Background: an optimization exercise with open tools, aiming at small area and a short achievable clock period. Do not read the settings as production practice.
Function was checked by simulation only, so behaviour that the tests miss may differ from the original.
Power and IR drop assume default switching activity.

File: design/flow/run.sh
#!/bin/bash
# synth_recipe.tcl (not shown) runs the flow's synth.tcl, then flattens the netlist and writes it again
# the make line also repeats each setting of config.mk as NAME=value (left out here)
make -C /OpenROAD-flow-scripts/flow DESIGN_CONFIG=/design/flow/config.mk WORK_HOME=/design/flow/orfs CLKGATE_MAP_FILE= SYNTH_SCRIPT=/design/flow/synth_recipe.tcl finish
File: design/flow/config.mk
export PLATFORM = sky130hd
export DESIGN_NAME = minifloat_pipe
export DESIGN_NICKNAME = minifloat_pipe
export VERILOG_FILES = /design/flow/design.v
export SDC_FILE = /design/flow/constraint.sdc
export NUM_CORES = 4
export LEC_CHECK = 0
export CAP_MARGIN = 20
export CORE_MARGIN = 2
export CORE_UTILIZATION = 40
export SLEW_MARGIN = 20
File: design/flow/constraint.sdc
create_clock -name core_clock -period 15.0 [get_ports {clk}]
set_input_delay 3.0000 -clock core_clock [delete_from_list [all_inputs] [get_ports {clk}]]
set_output_delay 3.0000 -clock core_clock [all_outputs]
set_load 0.01 [all_outputs]
File: design/flow/design.v
module mf_normalize (
    input  wire [2:0]  e_in,
    input  wire        sat_in,
    input  wire [10:0] m_in,
    output reg  [6:0]  y
);
    reg [2:0]  n;
    reg        big;
    reg [3:0]  w;
    integer    i;
    always @* begin
        n   = 3'd0;
        big = m_in[10];                  
        for (i = 4; i < 10; i = i + 1)
            if (m_in[i]) n = i - 3;
        w = 4'd0;
        for (i = 0; i < 7; i = i + 1)
            if (n == i) w = m_in[i +: 4];
        if (sat_in || big || (n > e_in))
            y = 7'h70;
        else
            y = {e_in - n, w};
    end
endmodule
module mf_adder (
    input  wire [7:0]  big,
    input  wire [7:0]  sml,
    output wire [10:0] x,
    output wire        s,
    output wire        tie
);
    wire       sB = big[7];
    wire       sS = sml[7];
    wire [3:0] mB = big[3:0];
    wire [3:0] mS = sml[3:0];
    wire [2:0] d  = big[6:4] - sml[6:4];
    wire [10:0] xS = {7'd0, mS} << d;
    wire        same = (sB == sS);
    wire [10:0] sum  = xS + {7'd0, mB};
    wire [11:0] t1   = {1'b0, xS} - {8'd0, mB};
    wire [3:0]  t2   = mB - xS[3:0];
    wire        bor  = t1[11];
    assign tie = !same && (t1 == 12'd0);
    assign x   = same ? sum : (bor ? {7'd0, t2} : t1[10:0]);
    assign s   = (same || bor) ? sB : sS;
endmodule
module mf_order (
    input  wire [4:0] op,
    input  wire [7:0] a,
    input  wire [7:0] b,
    output wire [7:0] p,
    output wire [7:0] q
);
    wire is_add = (op[4:1] == 4'b0110);
    wire [7:0] bn = {b[7] ^ (op == 5'd13), b[6:0]};
    wire swap = is_add && (b[6:4] > a[6:4]);
    assign p = swap ? bn : a;
    assign q = swap ? a : bn;
endmodule
module mf_multiplier (
    input  wire [7:0] a,
    input  wire [7:0] b,
    output wire [7:0] p,
    output wire [2:0] e,
    output wire       sat,
    output wire       under,
    output wire       s
);
    wire [3:0] esum = {1'b0, a[6:4]} + {1'b0, b[6:4]};
    wire [3:0] eb   = esum - 4'd2;
    assign s     = a[7] ^ b[7];
    assign p     = a[3:0] * b[3:0];
    assign under = (esum < 4'd2);
    assign sat   = (esum >= 4'd9);
    assign e     = eb[2:0];
endmodule
module mf_converter (
    input  wire [31:0] f,
    output reg  [7:0]  exact_y,
    output reg         exact_absent,
    output reg  [7:0]  approx_y
);
    wire        fs = f[31];
    wire [7:0]  fx = f[30:23];
    wire [22:0] ff = f[22:0];
    wire        xz = (fx == 8'd0);
    wire        is_zero = xz && (ff == 23'd0);
    reg [4:0] tz;                        
    integer i;
    always @* begin
        tz = 5'd23;
        for (i = 22; i >= 0; i = i - 1)
            if (ff[i]) tz = i;
    end
    wire [8:0] sx  = {1'b0, fx} + {4'd0, tz};        
    wire       neg = xz || (sx < 9'd148);
    wire [2:0] ebo = sx[2:0] - 3'd4;                 
    wire [3:0] top = {1'b1, ff[22:20]};
    reg        psat;
    reg  [6:0] pos;
    reg  [2:0] n;
    always @* begin
        psat = (sx > 9'd154);
        if (tz >= 5'd20) begin
            pos = {ebo, top >> (tz[1:0] - 2'd0)};
        end else begin
            n = 3'd4 - tz[2:0];                      
            if (tz < 5'd14 || n > ebo) psat = 1'b1;
            pos = {ebo - n, top};
        end
    end
    wire [6:0] pres = psat ? 7'h70 : pos;
    reg [6:0] nres;
    always @* begin
        if (xz || fx <= 8'd124) nres = 7'h00;
        else if (fx >= 8'd129)  nres = 7'h70;
        else                    nres = {3'd0, top >> (2'd0 - fx[1:0])};
    end
    always @* begin
        exact_absent = !is_zero && neg;
        exact_y  = is_zero ? {fs, 7'd0} : {fs, pres};
        approx_y = is_zero ? {fs, 7'd0} : {fs, neg ? nres : pres};
    end
endmodule
module mf_tof32 (
    input  wire [7:0]  v,
    output reg  [11:0] y
);
    wire       vs = v[7];
    wire [2:0] ve = v[6:4];
    wire [3:0] vm = v[3:0];
    reg  [1:0] p;
    reg  [2:0] frac;
    always @* begin
        if (vm[3])      p = 2'd3;
        else if (vm[2]) p = 2'd2;
        else if (vm[1]) p = 2'd1;
        else            p = 2'd0;
        case (p)
            2'd3:    frac = vm[2:0];
            2'd2:    frac = {vm[1:0], 1'b0};
            2'd1:    frac = {vm[0], 2'b0};
            default: frac = 3'd0;
        endcase
        if (vm == 4'd0)
            y = {vs, 11'd0};
        else
            y = {vs, 8'd125 + {5'd0, ve} + {6'd0, p}, frac};
    end
endmodule
module minifloat_pipe (
    input  wire        clk,
    input  wire        rst,
    input  wire        in_valid,
    input  wire [4:0]  op,
    input  wire [31:0] a,
    input  wire [31:0] b,
    output wire [31:0] y,
    output reg  [1:0]  st,
    output reg         out_valid
);
    localparam ST_OK      = 2'd0;
    localparam ST_ABSENT  = 2'd1;
    localparam ST_ILLEGAL = 2'd2;
    wire [7:0] p_d, q_d;
    mf_order u_ord (.op(op), .a(a[7:0]), .b(b[7:0]), .p(p_d), .q(q_d));
    reg [4:0]  op_q;
    reg [31:8] a_q;
    reg [7:0]  p_q, q_q;             
    reg        v1;
    always @(posedge clk) begin
        if (rst) v1 <= 1'b0;
        else     v1 <= in_valid;
        op_q <= op;
        a_q  <= a[31:8];
        p_q  <= p_d;
        q_q  <= q_d;
    end
    wire [31:0] f  = {a_q, p_q};     
    wire [7:0]  va = p_q;
    wire [7:0]  vb = q_q;
    wire [10:0] add_x;
    wire        add_s, add_tie;
    mf_adder u_add (.big(p_q), .sml(q_q), .x(add_x), .s(add_s), .tie(add_tie));
    wire [7:0] mul_p;
    wire [2:0] mul_e;
    wire       mul_sat, mul_under, mul_s;
    mf_multiplier u_mul (.a(va), .b(vb), .p(mul_p), .e(mul_e), .sat(mul_sat),
                         .under(mul_under), .s(mul_s));
    wire [7:0] xfrom_y, afrom_y;
    wire       xfrom_absent;
    mf_converter u_conv (.f(f), .exact_y(xfrom_y), .exact_absent(xfrom_absent),
                         .approx_y(afrom_y));
    reg [10:0] x_d;
    reg [2:0]  ne_d;
    reg        nsat_d, rs_d, rz_d;
    reg [1:0]  cls_d, st_d;
    always @* begin
        x_d    = 11'd0;
        ne_d   = 3'd0;
        nsat_d = 1'b0;
        rs_d   = 1'b0;
        rz_d   = 1'b0;
        cls_d  = 2'd1;
        st_d   = ST_OK;
        case (op_q)
            5'd0:  x_d = 11'd0;
            5'd1:  x_d = 11'h21;
            5'd2:  x_d = {3'd0, a_q[16], a_q[10:8], va[3:0]};
            5'd3:  x_d = {10'd0, va[7]};
            5'd4:  x_d = {8'd0, va[6:4]};
            5'd5:  x_d = {7'd0, va[3:0]};
            5'd6:  x_d = {10'd0, va[7]};
            5'd7:  x_d = {10'd0, ~va[7]};
            5'd8:  x_d = (va[6:0] == 7'd0) ? 11'd0 : (va[7] ? 11'hFF : 11'h01);
            5'd9:  x_d = {10'd0, (va == vb)};
            5'd10: begin
                cls_d  = 2'd0;
                x_d    = {1'b0, a_q[9:8], va};
                ne_d   = a_q[26:24];
                nsat_d = (a_q[31:24] >= 8'd7) || (a_q[23:10] != 14'd0);
            end
            5'd11: x_d = {3'd0, va ^ 8'h80};
            5'd12, 5'd13: begin
                cls_d  = 2'd0;
                x_d    = add_x;
                ne_d   = va[6:4];
                nsat_d = (va[6:4] == 3'd7);
                rs_d   = add_s && !add_tie;
                rz_d   = add_tie;
            end
            5'd14: begin
                cls_d  = 2'd0;
                x_d    = {3'd0, mul_p};
                ne_d   = mul_e;
                nsat_d = mul_sat;
                rs_d   = mul_s;
                rz_d   = mul_under;
            end
            5'd15: begin
                cls_d  = 2'd2;
                x_d    = {3'd0, va};
            end
            5'd16: begin
                if (xfrom_absent) st_d = ST_ABSENT;
                else              x_d  = {3'd0, xfrom_y};
            end
            5'd17: x_d = {3'd0, afrom_y};
            default: st_d = ST_ILLEGAL;
        endcase
    end
    reg [10:0] x_q;
    reg [2:0]  ne_q;
    reg        nsat_q, rs_q, rz_q;
    reg [1:0]  cls_q, st2_q;
    reg        v2;
    always @(posedge clk) begin
        if (rst) v2 <= 1'b0;
        else     v2 <= v1;
        x_q    <= x_d;
        ne_q   <= ne_d;
        nsat_q <= nsat_d;
        rs_q   <= rs_d;
        rz_q   <= rz_d;
        cls_q  <= cls_d;
        st2_q  <= st_d;
    end
    wire [6:0] norm_y;
    mf_normalize u_norm (.e_in(ne_q), .sat_in(nsat_q), .m_in(x_q), .y(norm_y));
    wire [11:0] tof_y;
    mf_tof32 u_tof (.v(x_q[7:0]), .y(tof_y));
    reg [7:0]  r_d;
    reg [11:0] h_d;
    always @* begin
        r_d = 8'd0;
        h_d = 12'd0;
        case (cls_q)
            2'd0:    r_d = rz_q ? {rs_q, 7'd0} : {rs_q, norm_y};
            2'd1:    r_d = x_q[7:0];
            default: h_d = tof_y;
        endcase
    end
    reg [7:0]  r_q;
    reg [11:0] h_q;
    always @(posedge clk) begin
        if (rst) out_valid <= 1'b0;
        else     out_valid <= v2;
        r_q <= r_d;
        h_q <= h_d;
        st  <= st2_q;
    end
    assign y = {h_q, 12'd0, r_q};
endmodule
==> impl_metrics.env <==
export IMPL_globalRouteMet2Util=0.3203
export IMPL_clk_transition_reported_paths_ns=0.07
export IMPL_worst_ep_required_time_ns=15.22
export IMPL_crit_reg2reg_launch="a_q[22]"
export IMPL_place_area_um2=7186
export IMPL_ctsHtreeMaxLevel=3
export IMPL_grt_use_total=0.2048
export IMPL_route_antenna_remaining_nets=0
export IMPL_remaining_drcs=0
export IMPL_drt_wirelength_per_cell_um=16.37
export IMPL_instances_no_fill=1040
export IMPL_finalWorstPathRequiredPeriod_ns=4.923
export IMPL_synth_seq_area_share=0.2792
export IMPL_status="finished clean"
export IMPL_power_density_cells_nw_per_um2=97.65
export IMPL_place_worst_setup_slack_ns=9.976
export IMPL_io_pins=107
export IMPL_met3_usage=0.03198
export IMPL_finalHoldViolCount=0
export IMPL_start_util=0.4061
export IMPL_antennaDiodeCount=0
export IMPL_die_outline_area_um2=16980
export IMPL_via_count=5825
export IMPL_detail_route_iter0_violations=411
export IMPL_regToRegSetupSlack_ns=10.08
export IMPL_vdd_drop_max_uv=60.22
export IMPL_finalInstanceArea_um2=7476
export IMPL_ys_ff_latch=89
export IMPL_largest_net_degree_at_the_start_of_global_routing=21
export IMPL_cts_root_buf="sky130_fd_sc_hd__clkbuf_16"
export IMPL_worst_path_max_fanout=9
export IMPL_crit_path_end_kind="register"
export IMPL_clk_path_buf_depth=2
export IMPL_netlist_cell_type_count=76
export IMPL_timing_hold_worst_path_depth=0
export IMPL_dominantRegCellSynth="sky130_fd_sc_hd__dfxtp_1"
export IMPL_cts_tree="built"
export IMPL_syn_area_um2=6381
export IMPL_area_growth_pct=17.16
export IMPL_first_pass_iters=5
export IMPL_num_nets_final=955
export IMPL_final_max_slew_viol_count=0
export IMPL_max_freq_ghz=0.2031
export IMPL_grt_remaining_overflow=0
export IMPL_core_rowCount=46
export IMPL_worst_slew_pin_transition_ns=0.7816
export IMPL_post_synth_cell_area_avg_um2=8.266
export IMPL_vias_in_the_first_global_route=5405
export IMPL_antenna_found_initial=0
export IMPL_holdCritPathClass="register to register"
export IMPL_gp_routability_congestion=0.9451
export IMPL_setup_tns_after_final_layout_ns=0
export IMPL_timing_critical_path_arrival_ns=5.14
export IMPL_timing_max_cap_violations=0
export IMPL_finalClockSkew_ns=0.009929
export IMPL_die_x_um=130.3
export IMPL_crit_end="x_q[5]"
export IMPL_p_leak_nw=3.122
export IMPL_yosysWarnings=4
export IMPL_global_route_usage_met1=0.2846
export IMPL_detail_route_wirelength_mm=17.02
export IMPL_relSlewSlack=0.4749
export IMPL_cts_setup_buffers=0
export IMPL_worstHoldStart="st2_q[0]"
export IMPL_setup_viol=0
export IMPL_start_to_end_type_of_the_worst_setup_path="register to register"
export IMPL_numClockSinks=89
export IMPL_async_flop_share=0
export IMPL_netlist_instances=772
export IMPL_rsz0062_at_grt="no"
export IMPL_worst_r2r_path_depth=20
export IMPL_grt_most_used_layer="met2"
export IMPL_final_layout_size_suffix_gt1_frac=0.05947
export IMPL_port_buffer_cells=70
export IMPL_worst_skew_pair_late_latency_ns=0.35
export IMPL_cts_repair_resized=0
export IMPL_die_h_um=130.3
export IMPL_post_cts_hold_buffer_count=0
export IMPL_place_detailed_hpwl_mm=13.26
export IMPL_reg2reg_to="x_q[5]"
export IMPL_synth_edf_count=0
export IMPL_final_min_period_over_clock_period=0.3282
export IMPL_viasPerCell=5.601
export IMPL_grt_first_pass_wirelength_mm=27.21
export IMPL_finalWorstSetupSlack_ns=10.08
export IMPL_coreArea_um2=15710
export IMPL_timing_critical_path_from="a_q[22]"
export IMPL_cts_buffers_inserted=9
export IMPL_cp_start_kind="register"
export IMPL_dp_cells=1024
==> metal layers <==
metal	vias to the layer above	share of wire
met2	229	0.45
met5	-	0
met1	2712	0.46
li1	2851	-
met4	0	0.027
met3	33	0.063
==> where the power goes <==
group	switching [mW]	leakage [nW]	internal, mW
Sequential	0.0244	0.739	0.251
Clock	0.102	0.137	0.115
Combinational	0.130	2.25	0.107
Total	0.257	3.12	0.473
==> worst min-delay path by stage <==
stage / end / slack (ns)
after floorplan: st[0] / 0.31
after global placement: st[0] / 0.32
after detailed placement: st[0] / 0.32
after CTS: st[0] / 0.34
after global routing: st[0] / 0.36
final: st[0] / 0.34
==> area by class of cell <==
class	instances	area (um^2)
multi-input cells	581	4167
clock inverters	7	65.06
repair buffers	73	723.2
fillers	1543	8237
well taps	216	270.3
flip-flops and latches	89	1782
inverters	65	244.0
clock buffers	9	225.2
==> worst max-delay path: stages, from the launching register on <==
cell and delay, ns:
sky130_fd_sc_hd__dfxtp_1 0.49, sky130_fd_sc_hd__nor2b_1 0.17, sky130_fd_sc_hd__o21bai_1 0.07, sky130_fd_sc_hd__a21oi_1 0.18, sky130_fd_sc_hd__o211ai_1 0.15, sky130_fd_sc_hd__a22oi_1 0.53, sky130_fd_sc_hd__inv_1 0.10, sky130_fd_sc_hd__ha_1 0.34
sky130_fd_sc_hd__ha_1 0.28, sky130_fd_sc_hd__a31oi_1 0.14, sky130_fd_sc_hd__nand2_1 0.14, sky130_fd_sc_hd__xnor2_1 0.37, sky130_fd_sc_hd__ha_1 0.25, sky130_fd_sc_hd__o21a_1 0.16, sky130_fd_sc_hd__o22ai_1 0.08, sky130_fd_sc_hd__nor4_1 0.24
sky130_fd_sc_hd__a21o_1 0.17, sky130_fd_sc_hd__o31ai_1 0.09, sky130_fd_sc_hd__nand4b_1 0.31, sky130_fd_sc_hd__a221oi_1 0.39, sky130_fd_sc_hd__o211ai_1 0.12
==> registers in the layout, summed over array words and instances, names as in the netlist <==
| signal | count |
|---|---|
| nsat_q | 1 |
| q_q | 8 |
| x_q | 11 |
| rs_q | 1 |
| v1 | 1 |
| op_q | 5 |
| rz_q | 1 |
| st | 2 |
| v2 | 1 |
| a_q | 24 |
| st2_q | 2 |
| ne_q | 3 |
| h_q | 10 |
| out_valid | 1 |
| cls_q | 2 |
| p_q | 8 |
| r_q | 8 |
==> synthesized netlist by cell type (15+ instances only) <==
cell / number / area share
sky130_fd_sc_hd__ha_1: 52 / 0.10
sky130_fd_sc_hd__a21oi_1: 53 / 0.042
sky130_fd_sc_hd__nand2_1: 41 / 0.024
sky130_fd_sc_hd__nor2_1: 60 / 0.035
sky130_fd_sc_hd__clkbuf_1: 30 / 0.018
sky130_fd_sc_hd__nor2b_1: 23 / 0.023
sky130_fd_sc_hd__o21ai_0: 34 / 0.027
sky130_fd_sc_hd__inv_1: 65 / 0.038
sky130_fd_sc_hd__mux2_2: 15 / 0.026
sky130_fd_sc_hd__a21o_1: 16 / 0.019
sky130_fd_sc_hd__xnor2_1: 16 / 0.022
sky130_fd_sc_hd__dfxtp_1: 89 / 0.28
sky130_fd_sc_hd__nand3_1: 24 / 0.019
sky130_fd_sc_hd__nor3_1: 19 / 0.015
==> metrics by stage <==
step / utilization / hold slack (ns) / power [mW]
final: 0.4758 / 0.3404 / 0.7301
after global routing: 0.4758 / 0.3599 / 0.7739
after CTS: 0.4758 / 0.3445 / 0.7349
after detailed placement: 0.4573 / 0.3205 / 0.5141
after global placement: 0.4573 / 0.3150 / 0.5081
after floorplan: - / 0.3096 / 0.4448
==> cells in the final DEF, fill, tap and decap left out, types with 4 or more instances in the layout <==
cell / n
sky130_fd_sc_hd__dfxtp_1: 89
sky130_fd_sc_hd__clkdlybuf4s50_1: 70
sky130_fd_sc_hd__inv_1: 65
sky130_fd_sc_hd__nor2_1: 60
sky130_fd_sc_hd__a21oi_1: 53
sky130_fd_sc_hd__ha_1: 52
sky130_fd_sc_hd__nand2_1: 41
sky130_fd_sc_hd__o21ai_0: 34
sky130_fd_sc_hd__nand3_1: 24
sky130_fd_sc_hd__nor2b_1: 23
sky130_fd_sc_hd__nor3_1: 19
sky130_fd_sc_hd__xnor2_1: 16
sky130_fd_sc_hd__a21o_1: 16
sky130_fd_sc_hd__mux2_2: 15
sky130_fd_sc_hd__o22ai_1: 13
sky130_fd_sc_hd__and2_1: 12
sky130_fd_sc_hd__fa_1: 12
sky130_fd_sc_hd__conb_1: 12
sky130_fd_sc_hd__xor2_1: 11
sky130_fd_sc_hd__nand4_1: 10
sky130_fd_sc_hd__a211oi_1: 9
sky130_fd_sc_hd__nor4_1: 9
sky130_fd_sc_hd__o211ai_1: 9
sky130_fd_sc_hd__clkbuf_16: 9
sky130_fd_sc_hd__mux2i_1: 8
sky130_fd_sc_hd__or3_1: 8
sky130_fd_sc_hd__a22oi_1: 8
sky130_fd_sc_hd__and3_1: 7
sky130_fd_sc_hd__o31ai_1: 7
sky130_fd_sc_hd__a31oi_1: 7
sky130_fd_sc_hd__a221o_1: 7
sky130_fd_sc_hd__nor3b_1: 4
sky130_fd_sc_hd__or2_2: 4
sky130_fd_sc_hd__o21a_1: 4
sky130_fd_sc_hd__nand2b_1: 4
sky130_fd_sc_hd__nand4b_1: 4
==> kinds of logic (layout without fill, tap and decap cells) <==
kind of cell / count (synthesis) / count (layout) / share of synthesized area
other cells: 1 / 12 / 0.0005877
mux: 24 / 24 / 0.04137
buf+inv: 113 / 154 / 0.07529
simple gates: 248 / 248 / 0.2082
fa+ha+maj: 64 / 64 / 0.1396
flops: 89 / 89 / 0.2792
xor+xnor: 27 / 27 / 0.03706
compound gates: 206 / 206 / 0.2186

[re-timing with driven ports]
No port has a modelled driver above. Below, the same layout with a new extraction and two added sets of constraints. Step 1 assumes that a clkbuf_16 drives the clock port and a buf_2 every other input. Step 2 times the ports against the registers' clock, not the clock port: input delays grow and output delays shrink by t, the midpoint of the rising clock arrivals with the driver on. Three values: ideal, step 1, step 2; two values: the first two.
t (ns): 0.387
setup WS [ns]: 10.077 / 10.077 / 9.973
worst setup path after step 2: input to register
clock arrival spread, ns: 0.010 / 0.010
worst data-port slew with drivers (ns): 0.03
After both steps setup and hold are still met in this run. For this run, drivers alone change the setup slack by 0.000 ns; drivers and shift together by -0.104 ns.
